This is an optimization exercise on Yosys and OpenROAD, whose aim is small area, a short achievable clock period and few clock cycles, not a production implementation. In this exercise RTL edits were held to simulation tests only and were not proved equivalent to the original. Power and IR drop assume default switching activity.

--- design/flow/config.mk ---
export PLATFORM = sky130hd
export DESIGN_NAME = codec_unit
export DESIGN_NICKNAME = codec_unit
export VERILOG_FILES = /design/flow/design.v
export SDC_FILE = /design/flow/constraint.sdc
export NUM_CORES = 4
export LEC_CHECK = 0
export CAP_MARGIN = 20
export CORE_MARGIN = 2
export CORE_UTILIZATION = 40
export SLEW_MARGIN = 20
--- design/flow/constraint.sdc ---
create_clock -name core_clock -period 12.0 [get_ports {clk}]
set_input_delay 2.4000 -clock core_clock [delete_from_list [all_inputs] [get_ports {clk}]]
set_output_delay 2.4000 -clock core_clock [all_outputs]
set_load 0.01 [all_outputs]
--- design/flow/design.v ---
module codec_unit (
    input  wire        clk,
    input  wire        rst,
    input  wire        reg_we,
    input  wire [3:0]  reg_addr,
    input  wire [31:0] reg_wdata,
    output wire        busy,
    output reg  [6:0]  status,
    output reg  [31:0] rcnt,
    output wire [31:0] rcons,
    output reg         mem_valid,
    output reg         mem_we,
    output wire [31:0] mem_addr,
    output reg  [7:0]  mem_wdata,
    input  wire        mem_ready,
    input  wire [7:0]  mem_rdata
);
    localparam [2:0] K_HBI    = 3'd1;
    localparam [2:0] K_PACK   = 3'd2;
    localparam [2:0] K_UNPACK = 3'd3;
    localparam [2:0] K_GVC    = 3'd4;    
    localparam [2:0] K_GVD    = 3'd5;    
    localparam [2:0] E_CAPACITY = 3'd1;
    localparam [2:0] E_CORRUPT  = 3'd2;
    localparam [2:0] E_PARAM    = 3'd3;
    localparam [2:0] E_ILLEGAL  = 3'd4;
    localparam [4:0] S_IDLE = 5'd0;
    localparam [4:0] S_CHK1 = 5'd1;    
    localparam [4:0] S_CHK2 = 5'd2;    
    localparam [4:0] S_CHK3 = 5'd3;    
    localparam [4:0] S_CHK4 = 5'd4;    
    localparam [4:0] S_CHK5 = 5'd5;    
    localparam [4:0] S_U0   = 5'd6;    
    localparam [4:0] S_U1   = 5'd7;    
    localparam [4:0] S_MUL  = 5'd8;    
    localparam [4:0] S_MC1  = 5'd9;    
    localparam [4:0] S_PK   = 5'd10;   
    localparam [4:0] S_UP   = 5'd11;   
    localparam [4:0] S_GC1  = 5'd12;   
    localparam [4:0] S_GCC1 = 5'd13;   
    localparam [4:0] S_GCC2 = 5'd14;   
    localparam [4:0] S_GCC3 = 5'd15;   
    localparam [4:0] S_GC2  = 5'd16;   
    localparam [4:0] S_GDI1 = 5'd17;   
    localparam [4:0] S_GDI2 = 5'd18;   
    localparam [4:0] S_GD   = 5'd19;   
    localparam [2:0] G_SEL = 3'd0, G_RD = 3'd1, G_WR = 3'd2, G_VRD = 3'd3,
                     G_VWR = 3'd4, G_CK1 = 3'd5, G_CK2 = 3'd6, G_CK3 = 3'd7;
    localparam [1:0] C_RD = 2'd0, C_WR = 2'd1, C_WR0 = 2'd2, C_SEL = 2'd3;
    localparam [1:0] A_ZERO = 2'd0, A_ACC = 2'd1, A_SRC = 2'd2, A_DST = 2'd3;
    localparam [1:0] X_SLEN = 2'd0, X_DCAP = 2'd1, X_ARG = 2'd2, X_DST = 2'd3;
    localparam [2:0] AC_HOLD = 3'd0, AC_Y = 3'd1, AC_HALF = 3'd2, AC_SHL2 = 3'd3,
                     AC_ZERO = 3'd4;
    localparam [1:0] RC_HOLD = 2'd0, RC_DEC = 2'd1, RC_Y = 2'd2, RC_ZERO = 2'd3;
    reg [31:0] dst_r, dcap_r, src_r, slen_r, arg_r;
    reg [2:0]  opk;
    reg        imm;           
    reg        ill_r;         
    reg        bwbad_r;       
    reg [1:0]  ew_r;
    reg [5:0]  bw_r;
    reg [4:0]  state;
    reg        pf;            
    reg        ov1;           
    reg        capf;          
    reg [33:0] acc;           
    reg [31:0] raddr, waddr;
    reg [2:0]  mstep;
    reg        cz;            
    reg [14:0] bb;            
    reg [5:0]  pb;            
    reg [2:0]  drop;          
    reg [5:0]  fr;            
    reg [1:0]  k;             
    reg [1:0]  wb;            
    reg [7:0]  cur;
    reg [6:0]  prv;
    reg [7:0]  sel;
    reg [1:0]  q;
    reg [2:0]  jr;            
    reg [1:0]  m;             
    reg        vend;
    reg        atend;         
    reg [2:0]  gph;
    reg [1:0]  cph;
    reg [1:0]  tl;            
    reg        started;
    reg [1:0]  code;
    reg [2:0]  pend;          
    assign rcons = acc[31:0];
    wire idle = (state == S_IDLE);
    assign busy = !idle;
    wire cmd_we = idle && reg_we && (reg_addr == 4'd0);
    wire [7:0] w_op = reg_wdata[7:0];
    wire [1:0] w_ew = reg_wdata[9:8];
    wire [5:0] w_bw = reg_wdata[21:16];
    wire w_pk = (w_op == 8'h02) || (w_op == 8'h03);
    wire w_known = w_pk || (w_op == 8'h01) || (w_op == 8'h10) || (w_op == 8'h11) ||
                   (w_op == 8'h12) || (w_op == 8'h13);
    wire w_ill = !w_known || (reg_wdata[15:10] != 6'd0) || (reg_wdata[31:22] != 10'd0) ||
                 (w_ew == 2'd3) || (!w_pk && w_ew != 2'd2) || (!w_pk && w_bw != 6'd0);
    wire w_bwbad = w_pk && ((w_bw == 6'd0) || (w_bw > 6'd32));
    reg [2:0] w_opk;
    always @(*) begin
        case (w_op)
            8'h01:        w_opk = K_HBI;
            8'h02:        w_opk = K_PACK;
            8'h03:        w_opk = K_UNPACK;
            8'h10, 8'h12: w_opk = K_GVC;
            default:      w_opk = K_GVD;
        endcase
    end
    reg [1:0] ks, kd;
    always @(*) begin
        case (opk)
            K_PACK:   begin ks = ew_r; kd = 2'd2; end
            K_UNPACK: begin ks = 2'd2; kd = ew_r; end
            K_GVC:    begin ks = 2'd2; kd = 2'd0; end
            default:  begin ks = 2'd0; kd = 2'd2; end
        endcase
    end
    wire slen_nz = (slen_r != 32'd0);
    wire dcap_nz = (dcap_r != 32'd0);
    wire arg_nz  = (arg_r != 32'd0);
    wire is_pk   = (opk == K_PACK);
    function [5:0] hbi;
        input [31:0] v;
        integer i;
        begin
            hbi = 6'd1;
            for (i = 0; i < 32; i = i + 1)
                if (v[i]) hbi = i + 1;
        end
    endfunction
    reg  [1:0]  a_sel;
    reg  [1:0]  x_sel;
    reg  [1:0]  sh;
    reg         b_sm;        
    reg  [5:0]  bsm;
    reg         inv;
    reg         cin;
    reg  [35:0] aop;
    always @(*) begin
        case (a_sel)
            A_ZERO:  aop = 36'd0;
            A_ACC:   aop = {{2{acc[33]}}, acc};
            A_SRC:   aop = {4'd0, src_r};
            default: aop = {4'd0, dst_r};
        endcase
    end
    reg  [31:0] xv;
    always @(*) begin
        case (x_sel)
            X_SLEN:  xv = slen_r;
            X_DCAP:  xv = dcap_r;
            X_ARG:   xv = arg_r;
            default: xv = dst_r;
        endcase
    end
    wire [35:0] xs  = {4'd0, xv} << sh;
    wire [35:0] bv  = b_sm ? {30'd0, bsm} : xs;
    wire [35:0] bop = inv ? ~bv : bv;
    wire [35:0] y   = aop + bop + {35'd0, cin};
    wire        yneg = y[35];
    wire        ylo0 = (y[31:0] == 32'd0);
    wire        ytop = (y[35:32] != 4'd0) && ((y[35:32] != 4'd1) || !ylo0);   
    wire        ypos = !y[35] && ((y[34:32] != 3'd0) || !ylo0);             
    wire        yslen = (y[35:32] == 4'd0) && (y[31:0] == slen_r);
    wire [2:0] ewb = (ew_r == 2'd0) ? 3'd1 : (ew_r == 2'd1) ? 3'd2 : 3'd4;
    wire [1:0] ewl = ew_r[1] ? 2'd3 : {1'b0, ew_r[0]};       
    wire rcnt_one = (rcnt == 32'd1);
    wire xfer = mem_valid && mem_ready;
    function [7:0] lmask;
        input [5:0] n;
        begin
            lmask = (n >= 6'd8) ? 8'hFF : ~(8'hFF << n[2:0]);
        end
    endfunction
    wire pk_last  = (fr <= 6'd8) || (k == ewl);
    wire pk_wr    = (pb >= 6'd8) || (cz && ((pb != 6'd0) || (wb != 2'd0)));
    wire pk_done  = cz && (pb <= 6'd8) && (wb == 2'd3);        
    wire [14:0] pk_in = {7'd0, mem_rdata & lmask(fr)} << pb[2:0];
    wire [5:0] up_d     = (fr >= 6'd8) ? 6'd8 : fr;             
    wire       up_lastb = (k == ewl);
    wire       up_wr    = (pb >= up_d);
    wire [5:0] up_c     = up_lastb ? fr : up_d;                 
    wire       up_fit   = (up_c <= pb);
    wire [5:0] up_e     = up_c - pb;
    wire [14:0] up_sh   = bb >> up_c[3:0];
    wire [14:0] up_in   = {7'd0, mem_rdata >> drop} << pb[2:0];
    wire       gc_tail = (rcnt[31:2] == 30'd0) && (rcnt[1:0] <= slen_r[1:0]);
    wire       rd_nz   = (mem_rdata != 8'd0);
    reg        gc_thr;
    always @(*) begin
        case (k)
            2'd3: gc_thr = (mem_rdata[7:4] != 4'd0);
            2'd2: gc_thr = (mem_rdata[7:5] != 3'd0);
            2'd1: gc_thr = (mem_rdata[7:6] != 2'd0);
            default: gc_thr = mem_rdata[7];
        endcase
    end
    wire       gc_vdone = rd_nz || (gc_tail ? (k == 2'd0) : (k == 2'd1));
    wire [2:0] gc_len   = !rd_nz ? 3'd1 :
                          ({1'b0, k} + 3'd1 + {2'b00, gc_tail & gc_thr});
    wire [2:0] gc_add   = gc_len + {2'b00, !gc_tail && (q == 2'd0)};
    reg [6:0] vg_rd, vg_wr;
    always @(*) begin
        case (k)
            2'd3: begin vg_rd = {3'b000, mem_rdata[7:4]}; vg_wr = {3'b000, cur[7:4]}; end
            2'd2: begin vg_rd = {cur[3:0], mem_rdata[7:5]}; vg_wr = {prv[3:0], cur[7:5]}; end
            2'd1: begin vg_rd = {cur[4:0], mem_rdata[7:6]}; vg_wr = {prv[4:0], cur[7:6]}; end
            default: begin vg_rd = {cur[5:0], mem_rdata[7]}; vg_wr = {prv[5:0], cur[7]}; end
        endcase
    end
    reg [1:0] gd_code;
    always @(*) begin
        case (q)
            2'd0: gd_code = sel[1:0];
            2'd1: gd_code = sel[3:2];
            2'd2: gd_code = sel[5:4];
            default: gd_code = sel[7:6];
        endcase
    end
    wire [4:0] gd_sum = 5'd4 + sel[1:0] + sel[3:2] + sel[5:4] + sel[7:6];
    reg [7:0] vw_data;
    always @(*) begin
        if ({1'b0, m} + 3'd2 == jr) begin
            case (m)
                2'd0: vw_data = {cur[0], prv[6:0]};
                2'd1: vw_data = {cur[1:0], prv[6:1]};
                2'd2: vw_data = {cur[2:0], prv[6:2]};
                default: vw_data = {cur[3:0], prv[6:3]};
            endcase
        end else if ({1'b0, m} + 3'd1 == jr) begin
            case (m)
                2'd0: vw_data = {1'b0, cur[6:0]};
                2'd1: vw_data = {2'b00, cur[6:1]};
                2'd2: vw_data = {3'b000, cur[6:2]};
                default: vw_data = {4'b0000, cur[6:3]};
            endcase
        end else
            vw_data = 8'd0;
    end
    always @(*) begin
        mem_valid = 1'b0;
        mem_we    = 1'b0;
        mem_wdata = 8'd0;
        a_sel     = A_ZERO;
        x_sel     = X_SLEN;
        sh        = 2'd0;
        b_sm      = 1'b0;
        bsm     = 6'd0;
        inv       = 1'b0;
        cin       = 1'b0;
        case (state)
            S_CHK1: begin
                if (opk == K_HBI) begin
                    b_sm  = 1'b1;
                    bsm = hbi(arg_r);
                end else begin
                    a_sel = A_SRC;           
                    sh    = ks;
                end
            end
            S_CHK2: begin
                a_sel = A_DST;               
                x_sel = X_DCAP;
                sh    = kd;
            end
            S_CHK3: begin
                a_sel = A_SRC;               
                x_sel = X_DST;
                inv   = 1'b1;
                cin   = 1'b1;
            end
            S_CHK4: begin
                a_sel = A_ACC;               
                sh    = ks;
            end
            S_CHK5: begin
                a_sel = A_ACC;               
                x_sel = X_DCAP;
                sh    = kd;
                inv   = 1'b1;
                cin   = 1'b1;
            end
            S_U0: begin
                x_sel = X_ARG;               
            end
            S_U1: begin
                a_sel = A_ACC;               
                x_sel = X_DCAP;
                inv   = 1'b1;
            end
            S_MUL: begin
                a_sel = (mstep == 3'd0) ? A_ZERO : A_ACC;
                x_sel = is_pk ? X_SLEN : X_ARG;
                b_sm  = !bw_r[5] && !bw_r[mstep];
                cin   = !bw_r[5];
            end
            S_MC1: begin
                a_sel = A_ACC;               
                x_sel = is_pk ? X_DCAP : X_SLEN;
                inv   = 1'b1;
            end
            S_PK: begin
                mem_valid = pk_wr || !cz;
                mem_we    = pk_wr;
                mem_wdata = bb[7:0];
                a_sel     = A_ACC;           
                b_sm      = 1'b1;
            end
            S_UP: begin
                mem_valid = 1'b1;
                mem_we    = up_wr;
                mem_wdata = bb[7:0] & lmask(up_d);
                x_sel     = X_ARG;           
            end
            S_GC1, S_GCC1: begin
                mem_valid = (state == S_GC1) && !cz;
                a_sel     = A_ACC;
                b_sm      = 1'b1;
                bsm     = {3'd0, pend};
            end
            S_GCC2: begin
                a_sel = A_ACC;               
                x_sel = X_DCAP;
                inv   = 1'b1;
            end
            S_GCC3: begin
                x_sel = X_SLEN;              
            end
            S_GC2: begin
                mem_valid = 1'b1;
                mem_we    = (cph != C_RD);
                case (cph)
                    C_WR:    mem_wdata = (tl != 2'd0) ? {started, vg_wr} : cur;
                    C_WR0:   mem_wdata = {started, cur[6:0]};
                    default: mem_wdata = sel;
                endcase
                a_sel = A_ACC;               
                b_sm  = 1'b1;
            end
            S_GDI1: begin
                x_sel = X_ARG;               
                b_sm  = imm;
                bsm = 6'd4;
            end
            S_GDI2: begin
                a_sel = A_ACC;               
                x_sel = X_DCAP;
                inv   = 1'b1;
            end
            S_GD: begin
                x_sel = X_ARG;               
                b_sm  = imm;
                bsm = 6'd4;
                case (gph)
                    G_SEL, G_RD, G_VRD: begin
                        mem_valid = !atend;
                        a_sel = A_ACC;       
                        b_sm  = 1'b1;
                        bsm = 6'd1;
                    end
                    G_CK1: begin
                        a_sel = A_ACC;       
                        b_sm  = 1'b1;
                        bsm = {1'b0, gd_sum};
                    end
                    G_CK2: begin
                        a_sel = A_ACC;       
                        b_sm  = 1'b0;
                        x_sel = X_SLEN;
                        inv   = 1'b1;
                    end
                    G_CK3: begin
                        a_sel = A_ACC;       
                        b_sm  = 1'b1;
                        bsm = {1'b0, gd_sum};
                        inv   = 1'b1;
                        cin   = 1'b1;
                    end
                    G_WR: begin
                        mem_valid = 1'b1;
                        mem_we    = 1'b1;
                        mem_wdata = (k > gd_code) ? 8'd0 : cur;
                    end
                    default: begin
                        mem_valid = 1'b1;
                        mem_we    = 1'b1;
                        mem_wdata = vw_data;
                    end
                endcase
            end
            default: ;    
        endcase
    end
    assign mem_addr = mem_we ? waddr : raddr;
    reg [3:0] rdl, wdl;      
    reg [2:0] ac_op;
    reg [1:0] rc_op;
    reg       fin;
    reg [6:0] fin_st;
    task finish_ok;
        input [2:0] a;
        input [1:0] r;
        begin
            fin    = 1'b1;
            fin_st = 7'h01;
            ac_op  = a;
            rc_op  = r;
        end
    endtask
    task finish_err;
        input [2:0] e;
        begin
            fin    = 1'b1;
            fin_st = {e, 4'h2};
            ac_op  = AC_ZERO;
            rc_op  = RC_ZERO;
        end
    endtask
    always @(posedge clk) begin
        rdl    = 4'd0;
        wdl    = 4'd0;
        ac_op  = AC_HOLD;
        rc_op  = RC_HOLD;
        fin    = 1'b0;
        fin_st = 7'h01;
        case (state)
        S_IDLE: begin
            raddr <= src_r;
            waddr <= dst_r;
            if (reg_we) begin
                case (reg_addr)
                    4'd0: begin
                        opk     <= w_opk;
                        imm     <= (w_op == 8'h10) || (w_op == 8'h11);
                        ill_r   <= w_ill;
                        bwbad_r <= w_bwbad;
                        ew_r    <= w_ew;
                        bw_r    <= w_bw;
                        rc_op   = RC_Y;         
                        state   <= S_CHK1;
                    end
                    4'd1: dst_r  <= reg_wdata;
                    4'd2: dcap_r <= reg_wdata;
                    4'd3: src_r  <= reg_wdata;
                    4'd4: slen_r <= reg_wdata;
                    4'd5: arg_r  <= reg_wdata;
                    default: ;
                endcase
            end
        end
        S_CHK1: begin
            pf    <= slen_nz && ytop;
            state <= S_CHK2;
            if (ill_r)
                finish_err(E_ILLEGAL);
            else if (bwbad_r || (imm && opk == K_GVC && slen_r != 32'd4))
                finish_err(E_PARAM);
            else if (opk == K_HBI)
                finish_ok(AC_ZERO, RC_Y);
        end
        S_CHK2: begin
            pf    <= pf || (dcap_nz && ytop);
            state <= S_CHK3;
        end
        S_CHK3: begin
            ac_op = AC_Y;
            state <= S_CHK4;
        end
        S_CHK4: begin
            ov1   <= ypos;
            state <= S_CHK5;
        end
        S_CHK5: begin
            mstep <= 3'd0;
            q     <= 2'd0;
            k     <= 2'd0;
            pend  <= 3'd0;
            cz    <= !slen_nz;
            if (pf || (slen_nz && dcap_nz && ov1 && yneg))
                finish_err(E_PARAM);
            else begin
                case (opk)
                    K_PACK:   state <= S_MUL;
                    K_UNPACK: state <= S_U0;
                    K_GVC: begin
                        ac_op = AC_ZERO;
                        rdl   = 4'd3;
                        k     <= 2'd3;
                        state <= S_GC1;
                    end
                    default:  state <= S_GDI1;
                endcase
            end
        end
        S_U0: begin
            ac_op = AC_Y;
            rc_op = RC_Y;
            state <= S_U1;
        end
        S_U1: begin
            capf  <= !yneg;
            state <= S_MUL;
        end
        S_MUL: begin
            mstep <= mstep + 3'd1;
            if (bw_r[5]) begin
                ac_op = AC_Y;
                state <= S_MC1;
            end else begin
                ac_op = AC_HALF;
                if (mstep == 3'd4)
                    state <= S_MC1;
            end
        end
        S_MC1: begin
            bb   <= 15'd0;
            pb   <= 6'd0;
            drop <= 3'd0;
            fr   <= bw_r;
            k    <= 2'd0;
            wb   <= 2'd0;
            if (is_pk) begin
                state <= S_PK;
                if (!yneg)
                    finish_err(E_CAPACITY);
                else if (!slen_nz)
                    finish_ok(AC_ZERO, RC_ZERO);
            end else begin
                state <= S_UP;
                if (!yneg)
                    finish_err(E_CORRUPT);
                else if (capf)
                    finish_err(E_CAPACITY);
                else if (!arg_nz)
                    finish_ok(AC_ZERO, RC_ZERO);
            end
        end
        S_PK: begin
            if (xfer) begin
                if (pk_wr) begin
                    bb  <= bb >> 8;
                    pb  <= (pb >= 6'd8) ? pb - 6'd8 : 6'd0;
                    wb  <= wb + 2'd1;
                    wdl = 4'd1;
                    if (pk_done)
                        finish_ok(AC_ZERO, RC_Y);
                end else begin
                    bb <= bb | pk_in;
                    if (pk_last) begin
                        pb    <= pb + fr;
                        fr    <= bw_r;
                        k     <= 2'd0;
                        rdl   = {1'b0, ewb} - {2'b00, k};
                        rc_op = RC_DEC;
                        cz    <= rcnt_one;
                    end else begin
                        pb  <= pb + 6'd8;
                        fr  <= fr - 6'd8;
                        k   <= k + 2'd1;
                        rdl = 4'd1;
                    end
                end
            end
        end
        S_UP: begin
            if (xfer) begin
                if (up_wr) begin
                    wdl = 4'd1;
                    if (up_fit) begin
                        bb <= up_sh;
                        pb <= pb - up_c;
                    end else begin
                        bb   <= 15'd0;
                        pb   <= 6'd0;
                        rdl  = {1'b0, up_e[5:3]};
                        drop <= up_e[2:0];
                    end
                    if (up_lastb) begin
                        fr    <= bw_r;
                        k     <= 2'd0;
                        rc_op = RC_DEC;
                        if (rcnt_one)
                            finish_ok(AC_SHL2, RC_Y);
                    end else begin
                        fr <= fr - up_d;
                        k  <= k + 2'd1;
                    end
                end else begin
                    bb   <= bb | up_in;
                    pb   <= pb + 6'd8 - {3'd0, drop};
                    drop <= 3'd0;
                    rdl  = 4'd1;
                end
            end
        end
        S_GC1: begin
            ac_op = AC_Y;
            wdl   = {1'b0, pend};
            pend  <= 3'd0;
            if (cz)
                state <= S_GCC1;
            else if (xfer) begin
                if (gc_vdone) begin
                    pend  <= gc_add;
                    rdl   = 4'd7 - {2'b00, k};
                    k     <= 2'd3;
                    q     <= q + 2'd1;
                    rc_op = RC_DEC;
                    if (rcnt_one)
                        state <= S_GCC1;
                end else begin
                    rdl = 4'hF;
                    k   <= k - 2'd1;
                end
            end
        end
        S_GCC1: begin
            ac_op = AC_Y;
            wdl   = {1'b0, pend} - 4'd1;     
            rdl   = 4'hC;                    
            state <= S_GCC2;
        end
        S_GCC2: begin
            state <= S_GCC3;
            if (!yneg)
                finish_err(E_CAPACITY);
            else if (!slen_nz)
                finish_ok(AC_ZERO, RC_ZERO);
        end
        S_GCC3: begin
            rc_op   = RC_Y;
            tl      <= slen_r[1:0];
            q       <= 2'd3;
            k       <= 2'd3;
            started <= 1'b0;
            cph     <= C_RD;
            state   <= S_GC2;
        end
        S_GC2: begin
            if (xfer) begin
                case (cph)
                    C_RD: begin
                        rdl = 4'hF;
                        cur <= mem_rdata;
                        prv <= cur[6:0];
                        if (tl != 2'd0) begin
                            if (started || vg_rd != 7'd0)
                                cph <= C_WR;
                            else if (k == 2'd0)
                                cph <= C_WR0;
                            else
                                k <= k - 2'd1;
                        end else begin
                            if (started || rd_nz || k == 2'd0)
                                cph <= C_WR;
                            else
                                k <= k - 2'd1;
                        end
                    end
                    C_WR: begin
                        wdl = 4'hF;
                        started <= 1'b1;
                        if (tl != 2'd0) begin
                            if (k == 2'd0)
                                cph <= C_WR0;
                            else begin
                                k   <= k - 2'd1;
                                cph <= C_RD;
                            end
                        end else begin
                            if (!started)
                                code <= k;
                            if (k == 2'd0) begin
                                sel     <= {sel[5:0], started ? code : 2'd0};
                                rc_op   = RC_DEC;
                                started <= 1'b0;
                                k       <= 2'd3;
                                cph     <= (q == 2'd0) ? C_SEL : C_RD;
                                q       <= q - 2'd1;
                            end else begin
                                k   <= k - 2'd1;
                                cph <= C_RD;
                            end
                        end
                    end
                    C_WR0: begin
                        wdl = 4'hF;
                        rc_op   = RC_DEC;
                        tl      <= tl - 2'd1;
                        started <= 1'b0;
                        k       <= 2'd3;
                        cph     <= C_RD;
                        if (rcnt_one)
                            finish_ok(AC_ZERO, RC_Y);
                    end
                    default: begin    
                        wdl = 4'hF;
                        cph <= C_RD;
                        if (rcnt == 32'd0)
                            finish_ok(AC_ZERO, RC_Y);
                    end
                endcase
            end
        end
        S_GDI1: begin
            ac_op = AC_Y;
            rc_op = RC_Y;
            state <= S_GDI2;
        end
        S_GDI2: begin
            ac_op = AC_ZERO;
            atend <= !slen_nz;
            k     <= 2'd0;
            q     <= 2'd0;
            m     <= 2'd0;
            jr    <= 3'd0;
            gph   <= (rcnt[31:2] != 30'd0) ? G_SEL : G_VRD;
            state <= S_GD;
            if (!yneg)
                finish_err(E_CAPACITY);
            else if (rcnt == 32'd0)
                finish_ok(AC_ZERO, RC_ZERO);
        end
        S_GD: begin
            case (gph)
                G_SEL, G_RD, G_VRD: begin
                    if (atend)
                        finish_err(E_CORRUPT);
                    else if (xfer) begin
                        rdl   = 4'd1;
                        ac_op = AC_Y;
                        atend <= yslen;
                        cur   <= mem_rdata;
                        prv   <= cur[6:0];
                        if (gph == G_SEL) begin
                            sel <= mem_rdata;
                            q   <= 2'd0;
                            k   <= 2'd0;
                            gph <= imm ? G_CK1 : G_RD;
                        end else if (gph == G_RD)
                            gph <= G_WR;
                        else begin
                            jr <= jr + 3'd1;
                            if (jr == 3'd4 && mem_rdata[7:4] != 4'd0)
                                finish_err(E_CORRUPT);
                            else if (!mem_rdata[7] || jr != 3'd0)
                                gph <= G_VWR;
                            vend <= !mem_rdata[7];
                        end
                    end
                end
                G_CK1: begin
                    ac_op = AC_Y;
                    gph   <= G_CK2;
                end
                G_CK2: begin
                    gph <= G_CK3;
                    if (!yneg)
                        finish_err(E_CORRUPT);
                end
                G_CK3: begin
                    ac_op = AC_Y;
                    gph   <= G_RD;
                end
                G_WR: begin
                    if (xfer) begin
                        wdl = 4'd1;
                        k   <= k + 2'd1;
                        if (k == 2'd3) begin
                            q     <= q + 2'd1;
                            rc_op = RC_DEC;
                            if (rcnt_one)
                                finish_ok(AC_HOLD, RC_Y);
                            else if (q == 2'd3)
                                gph <= (rcnt > 32'd4) ? G_SEL : G_VRD;
                            else
                                gph <= G_RD;
                        end else if (k + 2'd1 <= gd_code)
                            gph <= G_RD;
                    end
                end
                default: begin   
                    if (xfer) begin
                        wdl = 4'd1;
                        m   <= m + 2'd1;
                        if (!vend)
                            gph <= G_VRD;
                        else if (m == 2'd3) begin
                            rc_op = RC_DEC;
                            jr    <= 3'd0;
                            gph   <= G_VRD;
                            if (rcnt_one)
                                finish_ok(AC_HOLD, RC_Y);
                        end
                    end
                end
            endcase
        end
        default: state <= S_IDLE;
        endcase
        if (!idle) begin
            raddr <= raddr + {{28{rdl[3]}}, rdl};
            waddr <= waddr + {{28{wdl[3]}}, wdl};
        end
        case (ac_op)
            AC_Y:    acc <= y[33:0];
            AC_HALF: acc <= y[34:1];
            AC_SHL2: acc <= {acc[31:0], 2'b00};
            AC_ZERO: acc <= 34'd0;
            default: ;
        endcase
        case (rc_op)
            RC_DEC:  rcnt <= rcnt - 32'd1;
            RC_Y:    rcnt <= y[31:0];
            RC_ZERO: rcnt <= 32'd0;
            default: ;
        endcase
        if (fin) begin
            status <= fin_st;
            state  <= S_IDLE;
        end
        if (rst) begin
            dst_r  <= 32'd0;
            dcap_r <= 32'd0;
            src_r  <= 32'd0;
            slen_r <= 32'd0;
            arg_r  <= 32'd0;
            state  <= S_IDLE;
            status <= 7'd0;
            rcnt   <= 32'd0;
            acc    <= 34'd0;
        end
    end
endmodule
--- design/flow/run.sh ---
#!/bin/bash
# synth_recipe.tcl (not shown) runs the flow's synth.tcl, then flattens the netlist and writes it again
# the make line also repeats each setting of config.mk as NAME=value (left out here)
make -C /OpenROAD-flow-scripts/flow DESIGN_CONFIG=/design/flow/config.mk WORK_HOME=/design/flow/orfs CLKGATE_MAP_FILE= SYNTH_SCRIPT=/design/flow/synth_recipe.tcl finish
==> results of run 1 <==
[routing by layer]
| metal | GRT usage [%] | vias to the layer above |
|---|---|---|
| met2 | 48.9 | 1256 |
| met1 | 35.6 | 14708 |
| met4 | 15.0 | 0 |
| met5 | 0 | - |
| li1 | - | 14699 |
| met3 | 3.49 | 299 |
[logic make-up after synthesis]
kind of cell | after synthesis | share of synthesized area [%]
mux | 174 | 5.79
buf+inv | 404 | 5.42
simple gates | 1470 | 21.7
other cells | 2 | 0.0241
xor+xnor | 211 | 5.97
fa+ha+maj | 185 | 7.76
compound gates | 1198 | 24.4
flops | 400 | 29.0
[registers in the layout, indices dropped and copies added, names as in the netlist, 3 cells and up]
signal / count
acc: 34
arg_r: 32
bb: 15
bw_r: 6
cur: 8
dcap_r: 32
drop: 3
dst_r: 32
fr: 6
gph: 3
jr: 3
mstep: 3
opk: 3
pb: 6
pend: 3
prv: 7
raddr: 32
rcnt: 32
sel: 8
slen_r: 32
src_r: 32
state: 5
status: 5
waddr: 32
[power by group]
group / internal (mW) / switching (mW) / total (mW)
Combinational: 0.802 / 1.43 / 2.23
Clock: 0.957 / 0.662 / 1.62
Sequential: 1.53 / 0.213 / 1.75
[placed cells by master, fill, tap and decap left out, drive strengths merged, types with 34 or more instances in the layout]
cell | netlist | routed
a211oi | 57 | 57
a21o | 43 | 43
a21oi | 390 | 390
a222oi | 35 | 35
a22oi | 49 | 49
and3 | 56 | 56
buf | 76 | 64
clkbuf | 201 | 69
clkdlybuf4s50 | 0 | 158
dfxtp | 300 | 300
edfxtp | 100 | 100
ha | 172 | 172
inv | 122 | 124
mux2 | 37 | 37
mux2i | 136 | 136
nand2 | 602 | 602
nand2b | 37 | 37
nand3 | 82 | 82
nand4 | 40 | 40
nor2 | 363 | 363
nor3 | 92 | 92
nor4 | 46 | 46
o211ai | 39 | 39
o21ai | 282 | 282
o22ai | 41 | 41
or3 | 34 | 34
xnor2 | 103 | 103
xor2 | 108 | 108
[metrics by stage]
step                instance area (sq um)  hold slack (ns)  cells
detailed placement                  33400            0.466   5032
floorplan                           31100            0.424   4047
CTS                                 35100            0.474   5123
global placement                    33400            0.461   5032
global route                        35100            0.490   5123
finish                              35100            0.471   5123
[cell usage after synthesis, drive strengths merged, types with 28 or more instances]
cell type | n | area, sq um
o211ai | 39 | 293
dfxtp | 300 | 6010
nand4 | 40 | 250
mux2i | 136 | 1360
or3 | 34 | 213
nor2b | 28 | 175
and3 | 56 | 350
a222oi | 35 | 350
xnor2 | 103 | 910
inv | 122 | 458
nand2 | 602 | 2260
buf | 76 | 454
nor2 | 363 | 1370
clkbuf | 201 | 754
nor4 | 46 | 303
o22ai | 41 | 257
a211oi | 57 | 433
o21ai | 282 | 1410
mux2 | 37 | 417
a21o | 43 | 323
nand2b | 37 | 231
ha | 172 | 2150
nand3 | 82 | 410
edfxtp | 100 | 3000
nor3 | 92 | 482
a31oi | 30 | 188
xor2 | 108 | 946
a21oi | 390 | 1950
a22oi | 49 | 368
[worst min path at each step]
stage	endpoint
after floorplan	prv[3]
after global placement	dcap_r[27]
after global routing	status[1]
final	dcap_r[25]
after CTS	dcap_r[25]
after detailed placement	status[1]
[layout make-up]
class	instances	area [sq um]	area share [%]
multi-input cells	3243	20500	58.4
repair buffers	222	2070	5.88
clock buffers	69	1440	4.11
flip-flops and latches	400	9010	25.6
well taps	1040	1300	3.70
inverters	127	477	1.36
clock inverters	22	323	0.919
[critical path: cells and delay by family (launching register included)]
family,cells,cell delay (ns)
buffers and inverters,4,0.91
adders and majority gates,2,0.59
AOI/OAI and AO/OA,21,5.23
and+or+nand+nor,10,2.48
DFF,1,0.97
xor gates and xnor gates,2,0.35
==> results_dict.tcl, run 1 <==
set metrics [dict create \
    status "finished clean" \
    fp-row-count 102 \
    ys_async_sr_fraction_pct 0 \
    cp.arrival_ns 11.16 \
    cap_viol_max_count 0 \
    worst-r2r-setup-slack_ns 1.33 \
    crit_path_start "state[2]" \
    wl_met3_mm 7.51 \
    post-route-util_pct 45.5 \
    port_buffers 159 \
    tns_ns 0 \
    cp_common_cell "o21ai_0" \
    setup_ws_ns 1.33 \
    die_area_sq_um 80000 \
    rr_endpoint "raddr[31]" \
    cp-start-kind "flip-flop" \
    total_power_mw 5.60 \
    antenna_found_initial 0 \
    drt_wl_total_mm 119 \
    leakage_nw 13.3 \
    dr.pass1.iters 6 \
    setup_viol 0 \
    slowest_delay_ns 0.97 \
    start_util_pct 40.3 \
    fmax_mhz 93.7 \
    grt_setup_unrepaired "false" \
    r2r_cells 39 \
    met2_length_mm 56.6 \
    grt_pass1_wl_mm 177 \
    htree_levels 2 \
    nFillCells 7881 \
    finalHoldViolations 0 \
    clockBufferDepth 3 \
    n_antenna_cell 0 \
    place_ws_ns 1.62 \
    critPathRequiredTime_ns 12.49 \
    gp_congestion 0.968 \
    p_per_area_nw_per_um2 159 \
    routed-via-count 30962 \
    core_area_sq_um 77200 \
    tightestPinTransition_ns 1.08 \
    path_class "reg2reg" \
    wl_met1_mm 47.8 \
    finalMaxSlewViolations 0 \
    ys.flop_type "dfxtp_1" \
    critical_path_peak_fanout 31 \
    cts_made_buffers 49 \
    hp-class "reg2reg" \
    ioPinCount 162 \
    yosys_warnings 1 \
    routed.top_layer "met4" \
    end_kind "flip-flop" \
    ant_nets 0 \
    drt-initial-drc-count 3397 \
    wl_per_cell_um 23.2 \
    ctsHoldBuffers 0 \
    gr-usage-all-layers_pct 28.7 \
    synth_cell_types 99 \
    cts_root_buffer "clkbuf_16" \
    synth_cells 4044 \
    synth-edff-count 100 \
    grt_max_degree 113 \
    cts_tree "done" \
    ys_seq_elements 400 \
    hpwl_mm 90.2 \
    clk_pin_slew_ns 0.06 \
    hold_depth 2 \
    synthToLayoutAreaGrowth_pct 12.9 \
    fin_crit_sh_pct 88.9 \
    max-slew-margin-rel_pct 27.1 \
    min-delay-start "dcap_r[25]" \
    drc 0 \
    syn_area_sq_um 31100 \
    ys_seq_area_share_pct 29.0 \
    finClkSkew_ns 0.0306 \
    cts_setup_buffers 0 \
    avgSynthCellArea_sq_um 7.69 \
    die_height_um 283 \
    overflow 0 \
    vias_per_cell 6.04 \
    numClockSinks 400 \
    r2r-start "state[2]" \
    ir_drop_uv 122 \
    die_x_um 283 \
    crit_end "raddr[31]" \
    grt_pass1_vias 29105 \
    drive_above_1_share_pct 5.85 \
    design.final.nets 4276 \
    critPathSlowestCell "dfxtp_1" \
    period_needed_ns 10.67 \
    cts_resized 0 \
    insertion_delay_ns 0.63 \
]
Testbench counts, summed over its fixed seeds: cycles 222,808.
==> run 2, diff against run 1 <==
--- a/design/flow/design.v
+++ b/design/flow/design.v
@@ -160,7 +160,8 @@
     wire [35:0] xs  = {4'd0, xv} << sh;
     wire [35:0] bv  = b_sm ? {30'd0, bsm} : xs;
     wire [35:0] bop = inv ? ~bv : bv;
-    wire [35:0] y   = aop + bop + {35'd0, cin};
+    wire [36:0] ysum = {aop, 1'b1} + {bop, cin};
+    wire [35:0] y    = ysum[36:1];
     wire        yneg = y[35];
     wire        ylo0 = (y[31:0] == 32'd0);
     wire        ytop = (y[35:32] != 4'd0) && ((y[35:32] != 4'd1) || !ylo0);   
@@ -169,6 +170,16 @@
     wire [2:0] ewb = (ew_r == 2'd0) ? 3'd1 : (ew_r == 2'd1) ? 3'd2 : 3'd4;
     wire [1:0] ewl = ew_r[1] ? 2'd3 : {1'b0, ew_r[0]};       
     wire rcnt_one = (rcnt == 32'd1);
+    reg [31:0] rcnt_dec;
+    always @(*) begin : rdec
+        reg bi;
+        integer i;
+        bi = 1'b1;
+        for (i = 0; i < 32; i = i + 1) begin
+            rcnt_dec[i] = rcnt[i] ^ bi;
+            bi = bi & !rcnt[i];
+        end
+    end
     wire xfer = mem_valid && mem_ready;
     function [7:0] lmask;
         input [5:0] n;
@@ -396,6 +407,31 @@
         endcase
     end
     assign mem_addr = mem_we ? waddr : raddr;
+    function [31:0] step;
+        input [31:0] p;
+        input [3:0]  d;
+        reg   [3:0]  lo;
+        reg   [28:0] inc, dec;
+        reg          ci, bi;
+        integer      i;
+        begin
+            lo = {1'b0, p[2:0]} + {1'b0, d[2:0]};
+            ci = 1'b1;
+            bi = 1'b1;
+            for (i = 0; i < 29; i = i + 1) begin
+                inc[i] = p[i + 3] ^ ci;
+                dec[i] = p[i + 3] ^ bi;
+                ci = ci & p[i + 3];
+                bi = bi & !p[i + 3];
+            end
+            if (lo[3] == d[3])
+                step = {p[31:3], lo[2:0]};
+            else if (lo[3])
+                step = {inc, lo[2:0]};
+            else
+                step = {dec, lo[2:0]};
+        end
+    endfunction
     reg [3:0] rdl, wdl;      
     reg [2:0] ac_op;
     reg [1:0] rc_op;
@@ -803,8 +839,8 @@
         default: state <= S_IDLE;
         endcase
         if (!idle) begin
-            raddr <= raddr + {{28{rdl[3]}}, rdl};
-            waddr <= waddr + {{28{wdl[3]}}, wdl};
+            raddr <= step(raddr, rdl);
+            waddr <= step(waddr, wdl);
         end
         case (ac_op)
             AC_Y:    acc <= y[33:0];
@@ -814,7 +850,7 @@
             default: ;
         endcase
         case (rc_op)
-            RC_DEC:  rcnt <= rcnt - 32'd1;
+            RC_DEC:  rcnt <= rcnt_dec;
             RC_Y:    rcnt <= y[31:0];
             RC_ZERO: rcnt <= 32'd0;
             default: ;
==> run 2 against run 1 <==
  * Still clean on timing, DRC and antenna
  * Clock power down 6%
  * Synthesized cell count rose by 1.2%
  * Non-clock buffer count fell by 1
  * Sequential power increased by 7%
  * Core utilization about the same
  * Critical endpoint is now raddr[31]
  * Highest routed layer is now met5
==> results_dict.tcl, run 2 <==
set metrics [dict create \
    drc 0 \
    die_height_um 285 \
    clockBufferDepth 3 \
    ir_drop_uv 130 \
    layout_commonest_cell "nand2_1" \
    yosysMostFrequentCell "nand2_1" \
    ctsHoldBuffers 0 \
    grt_setup_unrepaired "false" \
    placedCellCount 5045 \
    finClkSkew_ns 0.0664 \
    status "finished clean" \
    drive_above_1_share_pct 6.91 \
    hp-class "reg2reg" \
    core_area_sq_um 77700 \
    grt_pass1_vias 29273 \
    cts_setup_buffers 0 \
    wl_per_cell_um 23.7 \
    hold_depth 2 \
    avgSynthCellArea_sq_um 7.70 \
    internal_power_mw 3.55 \
    top_register "acc" \
    critical_path_peak_fanout 29 \
    finalMaxSlewViolations 0 \
    ioPinCount 162 \
    syn_area_sq_um 31500 \
    nFillCells 7859 \
    place_ws_ns 1.37 \
    cts_resized 0 \
    tns_ns 0 \
    setup_ws_ns 1.16 \
    gp_congestion 0.987 \
    grt_max_degree 91 \
    cts_tree "done" \
    p_clk_share_pct 24.5 \
    fin_cells 5138 \
    yosys.area.top_type "dfxtp_1" \
    synthToLayoutAreaGrowth_pct 12.1 \
    ant_nets 0 \
    synth_cells 4094 \
    swShare_pct 43.2 \
    r2r_cells 34 \
    tightestPinTransition_ns 1.04 \
    finalHoldViolations 0 \
    ys.flop_type "dfxtp_1" \
    cap_viol_max_count 0 \
    ys_seq_elements 400 \
    numClockSinks 400 \
    dr.pass1.iters 7 \
    critPathRequiredTime_ns 12.37 \
    seq_area_sq_um 9590 \
    cp-start-kind "flip-flop" \
    port_buffers 159 \
    netlist_top_cells_area "dfxtp_1 15%, edfxtp_1 15%, nand2_1 8.7%" \
    htree_levels 2 \
    routed-via-count 31167 \
    total_power_mw 6.25 \
    path_class "reg2reg" \
    vias_per_cell 6.07 \
    drt_wl_total_mm 122 \
    synth_cell_types 112 \
    drt-initial-drc-count 3118 \
    gr-usage-all-layers_pct 28.8 \
    die_area_sq_um 81100 \
    hpwl_mm 91.7 \
    cp.arrival_ns 11.21 \
    slowest_delay_ns 1.00 \
    max-slew-margin-rel_pct 30.9 \
    setup_viol 0 \
    p_per_area_nw_per_um2 177 \
    multiInputGateArea_sq_um 20100 \
    largest_reg_flops 34 \
    layout_common_cells "726 x nand2_1, 438 x a21oi_1, 306 x nor2_1" \
    clk_pin_slew_ns 0.06 \
    period_needed_ns 10.84 \
    start_util_pct 40.6 \
    yosys-top-cells-count "727 x nand2_1, 440 x a21oi_1, 312 x nor2_1, 249 x o21ai_0, 242 x dfxtp_1" \
    end_kind "flip-flop" \
    cts_made_buffers 48 \
    design.final.nets 4264 \
    synth-edff-count 158 \
    overflow 0 \
    synth_top_area_share_pct 15.4 \
    ys_seq_area_share_pct 30.4 \
    fmax_mhz 92.3 \
    grt_pass1_wl_mm 182 \
    critPathSlowestCell "dfxtp_1" \
    insertion_delay_ns 0.65 \
    fin_crit_sh_pct 90.3 \
    antenna_found_initial 9 \
    leakage_nw 13.4 \
    fp-row-count 102 \
    post-route-util_pct 45.5 \
    die_x_um 285 \
    seqPwrFrac_pct 30.0 \
    p_sw_mw 2.70 \
    yosys_warnings 1 \
    cts_root_buffer "clkbuf_16" \
    ys_async_sr_fraction_pct 0 \
    pwr-share-comb_pct 45.5 \
]
==> run 2: changes by cell type after synthesis, sizes merged, moves of 49 or more <==
cell,before,now
edfxtp,100,158
nor2,363,314
a21oi,390,443
dfxtp,300,242
nand2,602,727
a22oi,49,107
==> run 2: cell type report <==
cell class              count  area share (%)
well taps                1040            3.68
clock buffers              61            3.86
diodes                      1         0.00708
multi-input cells        3222            56.8
clock inverters            29           0.779
flip-flops and latches    400            27.1
repair buffers            221            5.97
inverters                 164            1.75
==> run 2: through the flow <==
step / hold slack (ns) / cell area [sq um]
after floorplan: 0.424 / 31500
after global placement: 0.468 / 33600
after detailed placement: 0.473 / 33600
after CTS: 0.481 / 35300
after global routing: 0.512 / 35300
final: 0.481 / 35300
==> run 2: routing by layer <==
layer,vias up,wire length [um],part of all wire [%],track usage [%]
met3,336,7280,6.0,3.42
met5,-,35,0.029,0
li1,14693,-,-,-
met4,6,7330,6.0,16.1
met2,1254,59200,49,49.5
met1,14878,47800,39,34.8
==> run 2: cell families after synthesis <==
| logic type | synth area share [%] |
|---|---|
| compound gates | 25.3 |
| xor+xnor | 5.46 |
| fa+ha+maj | 6.60 |
| buf+inv | 6.32 |
| flops | 30.4 |
| mux | 4.89 |
| other cells | 0.0238 |
| simple gates | 21.0 |
==> run 2: power by group through the flow <==
stage	Sequential, mW	Clock, mW	Combinational, mW
detailed placement	1.90	0	2.78
global placement	1.90	0	2.77
finish	1.87	1.53	2.84
global route	1.90	1.60	3.11
floorplan	1.81	0	1.96
CTS	1.87	1.55	2.80
==> run 2: path summary, 6_finish.rpt <==
check | start | end | slack [ns]
worst max-delay path | state[4] | raddr[31] | 1.16
worst min-delay path | dcap_r[27] | dcap_r[27] | 0.48
worst max register to register | state[4] | raddr[31] | 1.16
worst min register to register | dcap_r[27] | dcap_r[27] | 0.48
==> run 2: worst max-delay path, delay by kind of cell, from the launching register on <==
family / cells / cell delay (ns)
and+or+nand+nor: 13 / 4.16
AOI/OAI and AO/OA: 14 / 3.62
DFF: 1 / 1.00
adders and majority gates: 2 / 0.83
xor gates and xnor gates: 3 / 0.52
buffers and inverters: 1 / 0.29
muxes: 1 / 0.18
Testbench counts of run 2, summed over its fixed seeds: cycles 222,808.

-- port drivers added, routing unchanged --
Ports are ideal in the flow. The routed layouts listed here were re-timed in OpenROAD. Step 1: set_driving_cell puts a clkbuf_16 on clk and a buf_2 on each other input, an assumption about the parent block. Step 2, shift: input delay + t, output delay - t, t = (earliest + latest rising clock arrival at the registers) / 2. This alone moves slack from input paths to output paths. Three values: ideal ports, drivers, drivers and shift; two values: the first two.
run	shift t [ns]	setup slack, ns	hold WS [ns]
run 1	0.681	1.327 / 1.327 / 1.327	0.471 / 0.471 / 0.471
run 2	0.687	1.163 / 1.163 / 1.163	0.481 / 0.481 / 0.481
After both steps setup and hold are still met in every run listed.
